What follows belongs to an exercise in optimizing a design on an open flow for a short achievable clock period and few clock cycles per item; a production flow would make more cautious choices. Function was checked by simulation only, so behaviour that the tests miss may differ from the original.

==> try-lagoon: inputs <==
## mtp40c_pe
module mtp40c_pe (
    input  wire        clk,
    input  wire        rst,         
    input  wire        cmd_valid,
    output wire        cmd_ready,
    input  wire [39:0] cmd_word,
    output wire        done,
    output wire [31:0] result,
    output wire [2:0]  status,
    input  wire [31:0] now_ms,
    output wire        tx_valid,
    output wire [7:0]  tx_data,
    input  wire        tx_ready,
    input  wire        rx_valid,
    input  wire [7:0]  rx_data,
    output wire        rx_ready
);
==> flow/config.mk <==
export PLATFORM = sky130hd
export DESIGN_NAME = mtp40c_pe
export DESIGN_NICKNAME = mtp40c_pe
export VERILOG_FILES = /design/flow/design.v
export SDC_FILE = /design/flow/constraint.sdc
export NUM_CORES = 4
export LEC_CHECK = 0
export ABC_CLOCK_PERIOD_IN_PS = 1000
export CAP_MARGIN = 20
export CORE_MARGIN = 2
export CORE_UTILIZATION = 40
export SLEW_MARGIN = 20
export SYNTH_HIERARCHICAL = 1
export TNS_END_PERCENT = 100
==> flow/constraint.sdc <==
create_clock -name core_clock -period 10.0 [get_ports {clk}]
set_input_delay 2.0000 -clock core_clock [delete_from_list [all_inputs] [get_ports {clk}]]
set_output_delay 2.0000 -clock core_clock [all_outputs]
set_load 0.01 [all_outputs]
standard.sh (not shown) runs the stock make flow with config.mk's settings and CLKGATE_MAP_FILE= SYNTH_SCRIPT=/design/flow/synth_recipe.tcl, a recipe that flattens the netlist after the stock synthesis.
==> flow/flow/run.sh <==
#!/bin/bash
# The standard layout (standard.sh: unchanged synthesis, floorplan, power
# grid, placement, CTS and routing) with three repair settings changed:
#  - timing repair aims at 7 ns of setup slack instead of 0, so that it keeps
#    improving the critical paths past the point where the clock is met;
#  - the port buffers are buf_4 cells (the default pick here is a delay
#    cell), still one buffer on every input and output port;
#  - resizing may change a cell's footprint.
# make's full output goes to standard_flow.log in this folder; each ORFS
# step's own log stays under orfs/logs/.
set -uo pipefail
bash standard.sh SETUP_SLACK_MARGIN=7 MATCH_CELL_FOOTPRINT=0 \
    "BUFFER_PORTS_ARGS=-buffer_cell sky130_fd_sc_hd__buf_4" finish \
    > standard_flow.log 2>&1
==> try-tundra: changes against try-lagoon <==
--- a/flow/design.v
+++ b/flow/design.v
@@ -380,16 +380,17 @@
                 5'd23: buf_byte = b[191:184];
                 default: buf_byte = 8'h00;
             endcase
         end
     endfunction
     reg        idle_r;      
     reg        dec_r;       
     reg        crc_r;       
+    reg        crc_r2;      
     reg        tx_r;        
     reg        tx_first;    
     reg        rx_r;        
     reg        done_r;      
     reg        upd_addr, upd_gen, upd_spc, upd_tmo, upd_sup, upd_wr;
     reg [23:0] wr_sel;      
     reg [39:0] cmd;
     reg [31:0] now_a;       
@@ -402,32 +403,35 @@
     reg [31:0] lastread;
     reg [31:0] lr_end;      
     reg        lr_wrap;     
     reg [15:0] gas;
     reg [31:0] airp;
     reg [191:0] txbuf;
     reg [191:0] respbuf;
     reg [7:0]  tx_byte;     
-    reg [4:0]  txi;         
-    reg [4:0]  nxi;         
+    reg [23:0] tx_oh;       
+    reg [23:0] nx_oh;       
     reg [4:0]  tleft;       
     reg [4:0]  rlen;        
     reg [15:0] crc;         
     reg        rx_rdy;      
     reg        rx_first;    
-    reg [4:0]  rxn;         
+    reg        rx_second;   
+    reg [32:0] np_tmo;      
+    reg [23:0] rx_oh;       
     reg [4:0]  rrem;        
     reg [31:0] tstart;      
     reg [31:0] dline;       
     reg        dl_wrap;     
     reg [31:0] now_p;       
     reg        rxv_p;       
     reg [15:0] crc_y;
     reg [24:0] crc_sel;     
+    reg [15:0] crc_res;     
     wire [7:0]  opcode  = cmd[39:32];
     wire [31:0] operand = cmd[31:0];
     wire        is_req  = (opcode == OP_REQUEST);
     wire        is_read = (opcode == OP_GETGAS) || (opcode == OP_GETAIRP);
     assign cmd_ready = idle_r;
     assign done      = done_r;
     assign result    = result_r;
     assign status    = status_r;
@@ -498,27 +502,37 @@
     wire [7:0] crc_lo_next;
     mtp40c_crc_step u_crc (
         .hi_in  (crc[15:8]),
         .lo_in  (crc[7:0]),
         .data   (tx_byte),
         .hi_out (crc_hi_next),
         .lo_out (crc_lo_next)
     );
-    wire [7:0] frame_byte = is_req ? buf_byte(txbuf, nxi) : tmpl_byte(opcode, nxi, operand);
+    reg [7:0] nx_buf;
+    integer t;
+    always @(*) begin
+        nx_buf = 8'h00;
+        for (t = 0; t < 24; t = t + 1)
+            nx_buf = nx_buf | ({8{nx_oh[t]}} & txbuf[8*t +: 8]);
+    end
+    wire [7:0] frame_byte = (tx_first && !is_req) ? tmpl_byte(opcode, 5'd1, operand) : nx_buf;
     wire [7:0] tx_next = (tleft == 5'd3) ? crc_lo_next :
                          (tleft == 5'd2) ? crc[15:8] : frame_byte;
     wire tx_go   = tx_r && tx_ready;
     wire tx_last = tx_go && (tleft == 5'd1);
     wire take     = rx_rdy && rx_valid;
+    wire [31:0] dl_now   = rx_second ? np_tmo[31:0] : dline;
+    wire        dl_wrapn = rx_second ? np_tmo[32]   : dl_wrap;
     wire late_p   = !rx_first &&
-                    (dl_wrap ? (gt32(now_p, dline) && gt32(tstart, now_p))
-                             : (gt32(now_p, dline) || gt32(tstart, now_p)));
+                    (dl_wrapn ? (gt32(now_p, dl_now) && gt32(tstart, now_p))
+                              : (gt32(now_p, dl_now) || gt32(tstart, now_p)));
+    wire [32:0] np_sum;
+    mtp40c_add32 u_add (.a(now_p), .b(timeout), .s(np_sum));
     wire rx_end   = take && (rrem == 5'd1);
-    wire [32:0] dline_sum = add32(tstart, timeout);
     function [7:0] rb;
         input integer i;
         begin
             rb = respbuf[8*i +: 8];
         end
     endfunction
     reg [31:0] x_result;
     reg [2:0]  x_status;
@@ -553,69 +567,74 @@
             OP_GETHOURS: x_result = {16'd0, rb(4), rb(3)};
             default: ;    
         endcase
     end
     wire x_ok = (tx_last && rlen == 5'd0) || (rx_r && rx_end);
     integer i;
     always @(posedge clk) begin
         now_p   <= now_ms;
+        np_tmo  <= np_sum;
         rxv_p   <= rx_valid;
         lr_end  <= lr_sum[31:0];
         lr_wrap <= lr_sum[32];
-        upd_addr  <= idle_r && w_upd_addr;
-        upd_gen   <= idle_r && w_upd_gen;
-        upd_spc   <= idle_r && w_upd_spc;
-        upd_tmo   <= idle_r && w_upd_tmo;
-        upd_sup   <= idle_r && w_upd_sup;
-        upd_wr    <= idle_r && w_upd_wr;
+        crc_res   <= crc16_res;
+        upd_addr  <= !rst && idle_r && cmd_valid && w_upd_addr;
+        upd_gen   <= !rst && idle_r && cmd_valid && w_upd_gen;
+        upd_spc   <= !rst && idle_r && cmd_valid && w_upd_spc;
+        upd_tmo   <= !rst && idle_r && cmd_valid && w_upd_tmo;
+        upd_sup   <= !rst && idle_r && cmd_valid && w_upd_sup;
+        upd_wr    <= !rst && idle_r && cmd_valid && w_upd_wr;
         wr_sel    <= w_wr_sel;
         d_illegal <= w_illegal;
         d_valerr  <= w_valerr;
         rd_sel    <= w_rd_sel;
         crc_bytes <= w_crc_mask;
         if (idle_r) begin
             cmd       <= cmd_word;
             now_a     <= now_ms;
         end
         if (rst) begin
             idle_r   <= 1'b1;
             dec_r    <= 1'b0;
             crc_r    <= 1'b0;
+            crc_r2   <= 1'b0;
             tx_r     <= 1'b0;
             tx_first <= 1'b0;
             rx_r     <= 1'b0;
             done_r   <= 1'b0;
             result_r <= 32'd0;
             status_r <= ST_OK;
             addr     <= DEFAULT_ADDR;
             specific <= 1'b0;
             timeout  <= TIMEOUT_DEF;
             suppress <= 1'b0;
             lastread <= 32'd0;
             lr_end   <= RATE_WINDOW;
             lr_wrap  <= 1'b0;
             gas      <= 16'd0;
             airp     <= 32'd0;
             tx_byte  <= 8'd0;
-            txi      <= 5'd0;
-            nxi      <= 5'd0;
+            tx_oh    <= 24'd1;
+            nx_oh    <= 24'd2;
             tleft    <= 5'd0;
             rlen     <= 5'd0;
             crc      <= 16'hFFFF;
             rx_rdy   <= 1'b0;
             rx_first <= 1'b0;
-            rxn      <= 5'd0;
+            rx_second <= 1'b0;
+            rx_oh    <= 24'd1;
             rrem     <= 5'd0;
             tstart   <= 32'd0;
             dline    <= 32'd0;
             dl_wrap  <= 1'b0;
             crc_y    <= 16'd0;
             crc_sel  <= 25'd0;
         end else begin
+            result_r <= timeout_sentinel(opcode);
             if (dec_r) begin
                 dec_r    <= 1'b0;
                 crc_y    <= fold_y;
                 for (i = 0; i < 25; i = i + 1)
                     crc_sel[i] <= (operand[4:0] == i);
                 if (d_illegal) begin
                     result_r <= 32'd0;
                     status_r <= ST_ILLEGAL;
@@ -626,76 +645,84 @@
                     result_r <= {24'd0, rd_byte};
                     status_r <= ST_OK;
                     done_r   <= 1'b1;
                 end else if (d_valerr) begin
                     result_r <= 32'd0;
                     status_r <= ST_VALID;
                     done_r   <= 1'b1;
                 end else if (is_read && d_cached) begin
+                    result_r <= (opcode == OP_GETGAS) ? {16'd0, gas} : airp;
                     status_r <= ST_OK;
                     done_r   <= 1'b1;             
                 end else begin
                     tx_r     <= 1'b1;
                     tx_first <= 1'b1;
                 end
             end
             if (crc_r) begin
                 crc_r    <= 1'b0;
-                result_r <= {16'd0, crc16_res};
+                crc_r2   <= 1'b1;
+            end
+            if (crc_r2) begin
+                crc_r2   <= 1'b0;
+                result_r <= {16'd0, crc_res};
                 status_r <= ST_OK;
                 done_r   <= 1'b1;
             end
             if (tx_first) begin
                 tx_first   <= 1'b0;
                 txbuf[7:0] <= addr_byte;
                 if (!is_req) begin
                     for (i = 1; i < 24; i = i + 1)
                         if (gt8({3'd0, tleft}, i))
                             txbuf[8*i +: 8] <= tmpl_byte(opcode, i[4:0], operand);
                 end
                 if (is_read)
                     lastread <= now_a;
             end
             if (tx_r && tleft == 5'd2) begin
-                txbuf[8*txi +: 8] <= crc[7:0];
-                txbuf[8*nxi +: 8] <= crc[15:8];
+                for (i = 0; i < 24; i = i + 1) begin
+                    if (tx_oh[i]) txbuf[8*i +: 8] <= crc[7:0];
+                    if (nx_oh[i]) txbuf[8*i +: 8] <= crc[15:8];
+                end
             end
             if (tx_go) begin
                 if (tleft != 5'd1 && tleft != 5'd2)
                     crc <= {crc_hi_next, crc_lo_next};
                 if (tleft == 5'd1) begin
-                    result_r <= timeout_sentinel(opcode);
                     status_r <= ST_TIMEOUT;
                     tx_r     <= 1'b0;
                     tstart   <= now_ms;
-                    rxn      <= 5'd0;
+                    rx_oh    <= 24'd1;
                     rrem     <= rlen;
                     if (rlen != 5'd0) begin
                         rx_r     <= 1'b1;
                         rx_first <= 1'b1;
                         rx_rdy   <= rx_valid;
                     end
                 end else begin
                     tx_byte <= tx_next;
-                    txi     <= nxi;
-                    nxi     <= nxi + 5'd1;
+                    tx_oh   <= nx_oh;
+                    nx_oh   <= {nx_oh[22:0], 1'b0};
                     tleft   <= tleft - 5'd1;
                 end
             end
             if (rx_r) begin
-                rx_first <= 1'b0;
-                if (rx_first) begin
-                    dline   <= dline_sum[31:0];
-                    dl_wrap <= dline_sum[32];
+                rx_first  <= 1'b0;
+                rx_second <= rx_first;
+                if (rx_second) begin
+                    dline   <= np_tmo[31:0];
+                    dl_wrap <= np_tmo[32];
                 end
                 if (take) begin
-                    respbuf[8*rxn +: 8] <= rx_data;
-                    rxn  <= rxn + 5'd1;
-                    rrem <= rrem - 5'd1;
+                    for (i = 0; i < 24; i = i + 1)
+                        if (rx_oh[i]) respbuf[8*i +: 8] <= rx_data;
+                    rx_oh <= {rx_oh[22:0], 1'b0};
+                    rrem  <= rrem - 5'd1;
                 end
                 if (rx_end) begin
                     rx_r   <= 1'b0;
                     rx_rdy <= 1'b0;
                 end else if (late_p) begin
                     rx_r     <= 1'b0;
                     rx_rdy   <= 1'b0;
                     done_r   <= 1'b1;
@@ -714,30 +741,30 @@
                         OP_GETGAS:  gas  <= x_result[15:0];
                         default: ;
                     endcase
                 end
             end
             if (done_r) begin
                 done_r   <= 1'b0;
                 idle_r   <= 1'b1;
-                if (upd_addr) addr     <= operand[7:0];
-                if (upd_gen)  specific <= 1'b0;
-                if (upd_spc)  specific <= 1'b1;
-                if (upd_tmo)  timeout  <= operand;
-                if (upd_sup)  suppress <= operand[0];
-                for (i = 0; i < 24; i = i + 1)
-                    if (upd_wr && wr_sel[i])
-                        txbuf[8*i +: 8] <= operand[7:0];
             end
+            if (upd_addr) addr     <= operand[7:0];
+            if (upd_gen)  specific <= 1'b0;
+            if (upd_spc)  specific <= 1'b1;
+            if (upd_tmo)  timeout  <= operand;
+            if (upd_sup)  suppress <= operand[0];
+            for (i = 0; i < 24; i = i + 1)
+                if (upd_wr && wr_sel[i])
+                    txbuf[8*i +: 8] <= operand[7:0];
             if (idle_r) begin
                 result_r <= f_result;
                 tx_byte <= addr_byte;
-                txi     <= 5'd0;
-                nxi     <= 5'd1;
+                tx_oh   <= 24'd1;
+                nx_oh   <= 24'd2;
                 tleft   <= w_len;
                 rlen    <= w_rlen;
                 crc     <= 16'hFFFF;
             end
             if (idle_r && cmd_valid) begin
                 idle_r   <= 1'b0;
                 status_r <= f_status;
                 tx_r     <= w_tx;
@@ -990,8 +1017,29 @@
                       gt32({16'd0, w_v[15:0]}, {16'd0, HRS_MAX})));
     always @(*) begin
         for (q = 0; q < 24; q = q + 1) begin
             w_rd_sel[q]   = (w_v[4:0] == q);
             w_crc_mask[q] = gt8({3'd0, w_v[4:0]}, q);
         end
     end
 endmodule
+module mtp40c_add32 (
+    input  wire [31:0] a,
+    input  wire [31:0] b,
+    output wire [32:0] s
+);
+    wire [31:0] p = a ^ b;
+    reg  [31:0] gg;
+    reg  [31:0] pp;
+    integer w, k;
+    always @(*) begin
+        gg = a & b;
+        pp = p;
+        for (w = 1; w < 32; w = w * 2) begin
+            for (k = 31; k >= w; k = k - 1) begin
+                gg[k] = gg[k] | (pp[k] & gg[k - w]);
+                pp[k] = pp[k] & pp[k - w];
+            end
+        end
+    end
+    assign s = {gg[31], p ^ {gg[30:0], 1'b0}};
+endmodule
==> try-xenon: changes against try-lagoon <==
--- a/flow/design.v
+++ b/flow/design.v
@@ -380,16 +380,17 @@
                 5'd23: buf_byte = b[191:184];
                 default: buf_byte = 8'h00;
             endcase
         end
     endfunction
     reg        idle_r;      
     reg        dec_r;       
     reg        crc_r;       
+    reg        crc_r2;      
     reg        tx_r;        
     reg        tx_first;    
     reg        rx_r;        
     reg        done_r;      
     reg        upd_addr, upd_gen, upd_spc, upd_tmo, upd_sup, upd_wr;
     reg [23:0] wr_sel;      
     reg [39:0] cmd;
     reg [31:0] now_a;       
@@ -418,16 +419,17 @@
     reg [4:0]  rrem;        
     reg [31:0] tstart;      
     reg [31:0] dline;       
     reg        dl_wrap;     
     reg [31:0] now_p;       
     reg        rxv_p;       
     reg [15:0] crc_y;
     reg [24:0] crc_sel;     
+    reg [15:0] crc_res;     
     wire [7:0]  opcode  = cmd[39:32];
     wire [31:0] operand = cmd[31:0];
     wire        is_req  = (opcode == OP_REQUEST);
     wire        is_read = (opcode == OP_GETGAS) || (opcode == OP_GETAIRP);
     assign cmd_ready = idle_r;
     assign done      = done_r;
     assign result    = result_r;
     assign status    = status_r;
@@ -556,35 +558,37 @@
     end
     wire x_ok = (tx_last && rlen == 5'd0) || (rx_r && rx_end);
     integer i;
     always @(posedge clk) begin
         now_p   <= now_ms;
         rxv_p   <= rx_valid;
         lr_end  <= lr_sum[31:0];
         lr_wrap <= lr_sum[32];
-        upd_addr  <= idle_r && w_upd_addr;
-        upd_gen   <= idle_r && w_upd_gen;
-        upd_spc   <= idle_r && w_upd_spc;
-        upd_tmo   <= idle_r && w_upd_tmo;
-        upd_sup   <= idle_r && w_upd_sup;
-        upd_wr    <= idle_r && w_upd_wr;
+        crc_res   <= crc16_res;
+        upd_addr  <= !rst && idle_r && cmd_valid && w_upd_addr;
+        upd_gen   <= !rst && idle_r && cmd_valid && w_upd_gen;
+        upd_spc   <= !rst && idle_r && cmd_valid && w_upd_spc;
+        upd_tmo   <= !rst && idle_r && cmd_valid && w_upd_tmo;
+        upd_sup   <= !rst && idle_r && cmd_valid && w_upd_sup;
+        upd_wr    <= !rst && idle_r && cmd_valid && w_upd_wr;
         wr_sel    <= w_wr_sel;
         d_illegal <= w_illegal;
         d_valerr  <= w_valerr;
         rd_sel    <= w_rd_sel;
         crc_bytes <= w_crc_mask;
         if (idle_r) begin
             cmd       <= cmd_word;
             now_a     <= now_ms;
         end
         if (rst) begin
             idle_r   <= 1'b1;
             dec_r    <= 1'b0;
             crc_r    <= 1'b0;
+            crc_r2   <= 1'b0;
             tx_r     <= 1'b0;
             tx_first <= 1'b0;
             rx_r     <= 1'b0;
             done_r   <= 1'b0;
             result_r <= 32'd0;
             status_r <= ST_OK;
             addr     <= DEFAULT_ADDR;
             specific <= 1'b0;
@@ -635,17 +639,21 @@
                     done_r   <= 1'b1;             
                 end else begin
                     tx_r     <= 1'b1;
                     tx_first <= 1'b1;
                 end
             end
             if (crc_r) begin
                 crc_r    <= 1'b0;
-                result_r <= {16'd0, crc16_res};
+                crc_r2   <= 1'b1;
+            end
+            if (crc_r2) begin
+                crc_r2   <= 1'b0;
+                result_r <= {16'd0, crc_res};
                 status_r <= ST_OK;
                 done_r   <= 1'b1;
             end
             if (tx_first) begin
                 tx_first   <= 1'b0;
                 txbuf[7:0] <= addr_byte;
                 if (!is_req) begin
                     for (i = 1; i < 24; i = i + 1)
@@ -714,25 +722,25 @@
                         OP_GETGAS:  gas  <= x_result[15:0];
                         default: ;
                     endcase
                 end
             end
             if (done_r) begin
                 done_r   <= 1'b0;
                 idle_r   <= 1'b1;
-                if (upd_addr) addr     <= operand[7:0];
-                if (upd_gen)  specific <= 1'b0;
-                if (upd_spc)  specific <= 1'b1;
-                if (upd_tmo)  timeout  <= operand;
-                if (upd_sup)  suppress <= operand[0];
-                for (i = 0; i < 24; i = i + 1)
-                    if (upd_wr && wr_sel[i])
-                        txbuf[8*i +: 8] <= operand[7:0];
             end
+            if (upd_addr) addr     <= operand[7:0];
+            if (upd_gen)  specific <= 1'b0;
+            if (upd_spc)  specific <= 1'b1;
+            if (upd_tmo)  timeout  <= operand;
+            if (upd_sup)  suppress <= operand[0];
+            for (i = 0; i < 24; i = i + 1)
+                if (upd_wr && wr_sel[i])
+                    txbuf[8*i +: 8] <= operand[7:0];
             if (idle_r) begin
                 result_r <= f_result;
                 tx_byte <= addr_byte;
                 txi     <= 5'd0;
                 nxi     <= 5'd1;
                 tleft   <= w_len;
                 rlen    <= w_rlen;
                 crc     <= 16'hFFFF;
==> flow/config.mk (replaced) <==
export PLATFORM = sky130hd
export DESIGN_NAME = mtp40c_pe
export DESIGN_NICKNAME = mtp40c_pe
export VERILOG_FILES = /design/flow/design.v
export SDC_FILE = /design/flow/constraint.sdc
export NUM_CORES = 4
export LEC_CHECK = 0
export ABC_CLOCK_PERIOD_IN_PS = 1000
export CAP_MARGIN = 20
export CORE_MARGIN = 2
export CORE_UTILIZATION = 55
export PLACE_DENSITY = 0.7
export SLEW_MARGIN = 20
export SYNTH_HIERARCHICAL = 1
export TNS_END_PERCENT = 100
==> run summary <==
Initial Utilization 55.59%; cts bufs inserted 106; Synth Area in Simple Gates 16.23%; antenna cell count 10; Multi-input gate area 44030 µm²; Seq Cell Count 937; fraction of synthesized cell area in xor and xnor cells 17.55%; outcome timing/DRC/antenna clean; WL met2 124900 µm
Source of the figures above: try-xenon

==> run summary <==
outcome timing/DRC/antenna clean; Initial Utilization 40.15%; Seq Cell Count 920; main combinational cell family by area after synthesis compound AO/OA/AOI/OAI gates; floorplan die width 405.0 µm; fraction of synthesized cell area in xor and xnor cells 17.78%; Synth Area in Simple Gates 16.46%; number of global-route vias before repair 58450; cts bufs inserted 102; Multi-input gate area 44390 µm²
Source of the figures above: try-lagoon

==> run summary <==
outcome timing/DRC/antenna clean; cts bufs inserted 109; WL met2 131200 µm; Initial Utilization 40.15%; antenna cell count 14; Synth Area in Simple Gates 15.37%
Source of the figures above: try-tundra

Testbench counts of try-lagoon, summed over its fixed seeds: cycles 51,246, commands 4,800.
Testbench counts of try-tundra, summed over its fixed seeds: cycles 51,443, commands 4,800.
Testbench counts of try-xenon, summed over its fixed seeds: cycles 51,443, commands 4,800.

==> separate check: timing with driven ports <==
The flow's constraints put no driver on any port. The routed layouts listed below were extracted and timed again, unchanged, in two steps.
Step 1 sets driving cells, clkbuf_16 on the clock port and buf_2 on the other inputs (assumed; they add their load-dependent delay and slew).
Step 2 times the ports against the registers' clock, not the clock port: input delays grow and output delays shrink by t, the midpoint of the rising clock arrivals with the driver on.
Three values: no drivers, after step 1, after step 2; two values: the first two.
| run | shift t [ns] | slack for setup (ns) | hold slack, ns | worst register clock-pin slew, ns |
|---|---|---|---|---|
| try-lagoon | 0.830 | 6.299 / 6.299 / 5.910 | 0.452 / 0.452 / 0.452 | 0.07 / 0.07 |
| try-tundra | 0.834 | 6.649 / 6.590 / 5.949 | 0.429 / 0.429 / 0.429 | 0.08 / 0.08 |
| try-xenon | 0.812 | 6.509 / 6.509 / 5.951 | 0.455 / 0.455 / 0.455 | 0.07 / 0.07 |
After both steps every run listed still meets setup and hold. The setup slack of try-tundra, which loses most, moves by -0.059 ns with the drivers and by -0.700 ns with both steps.
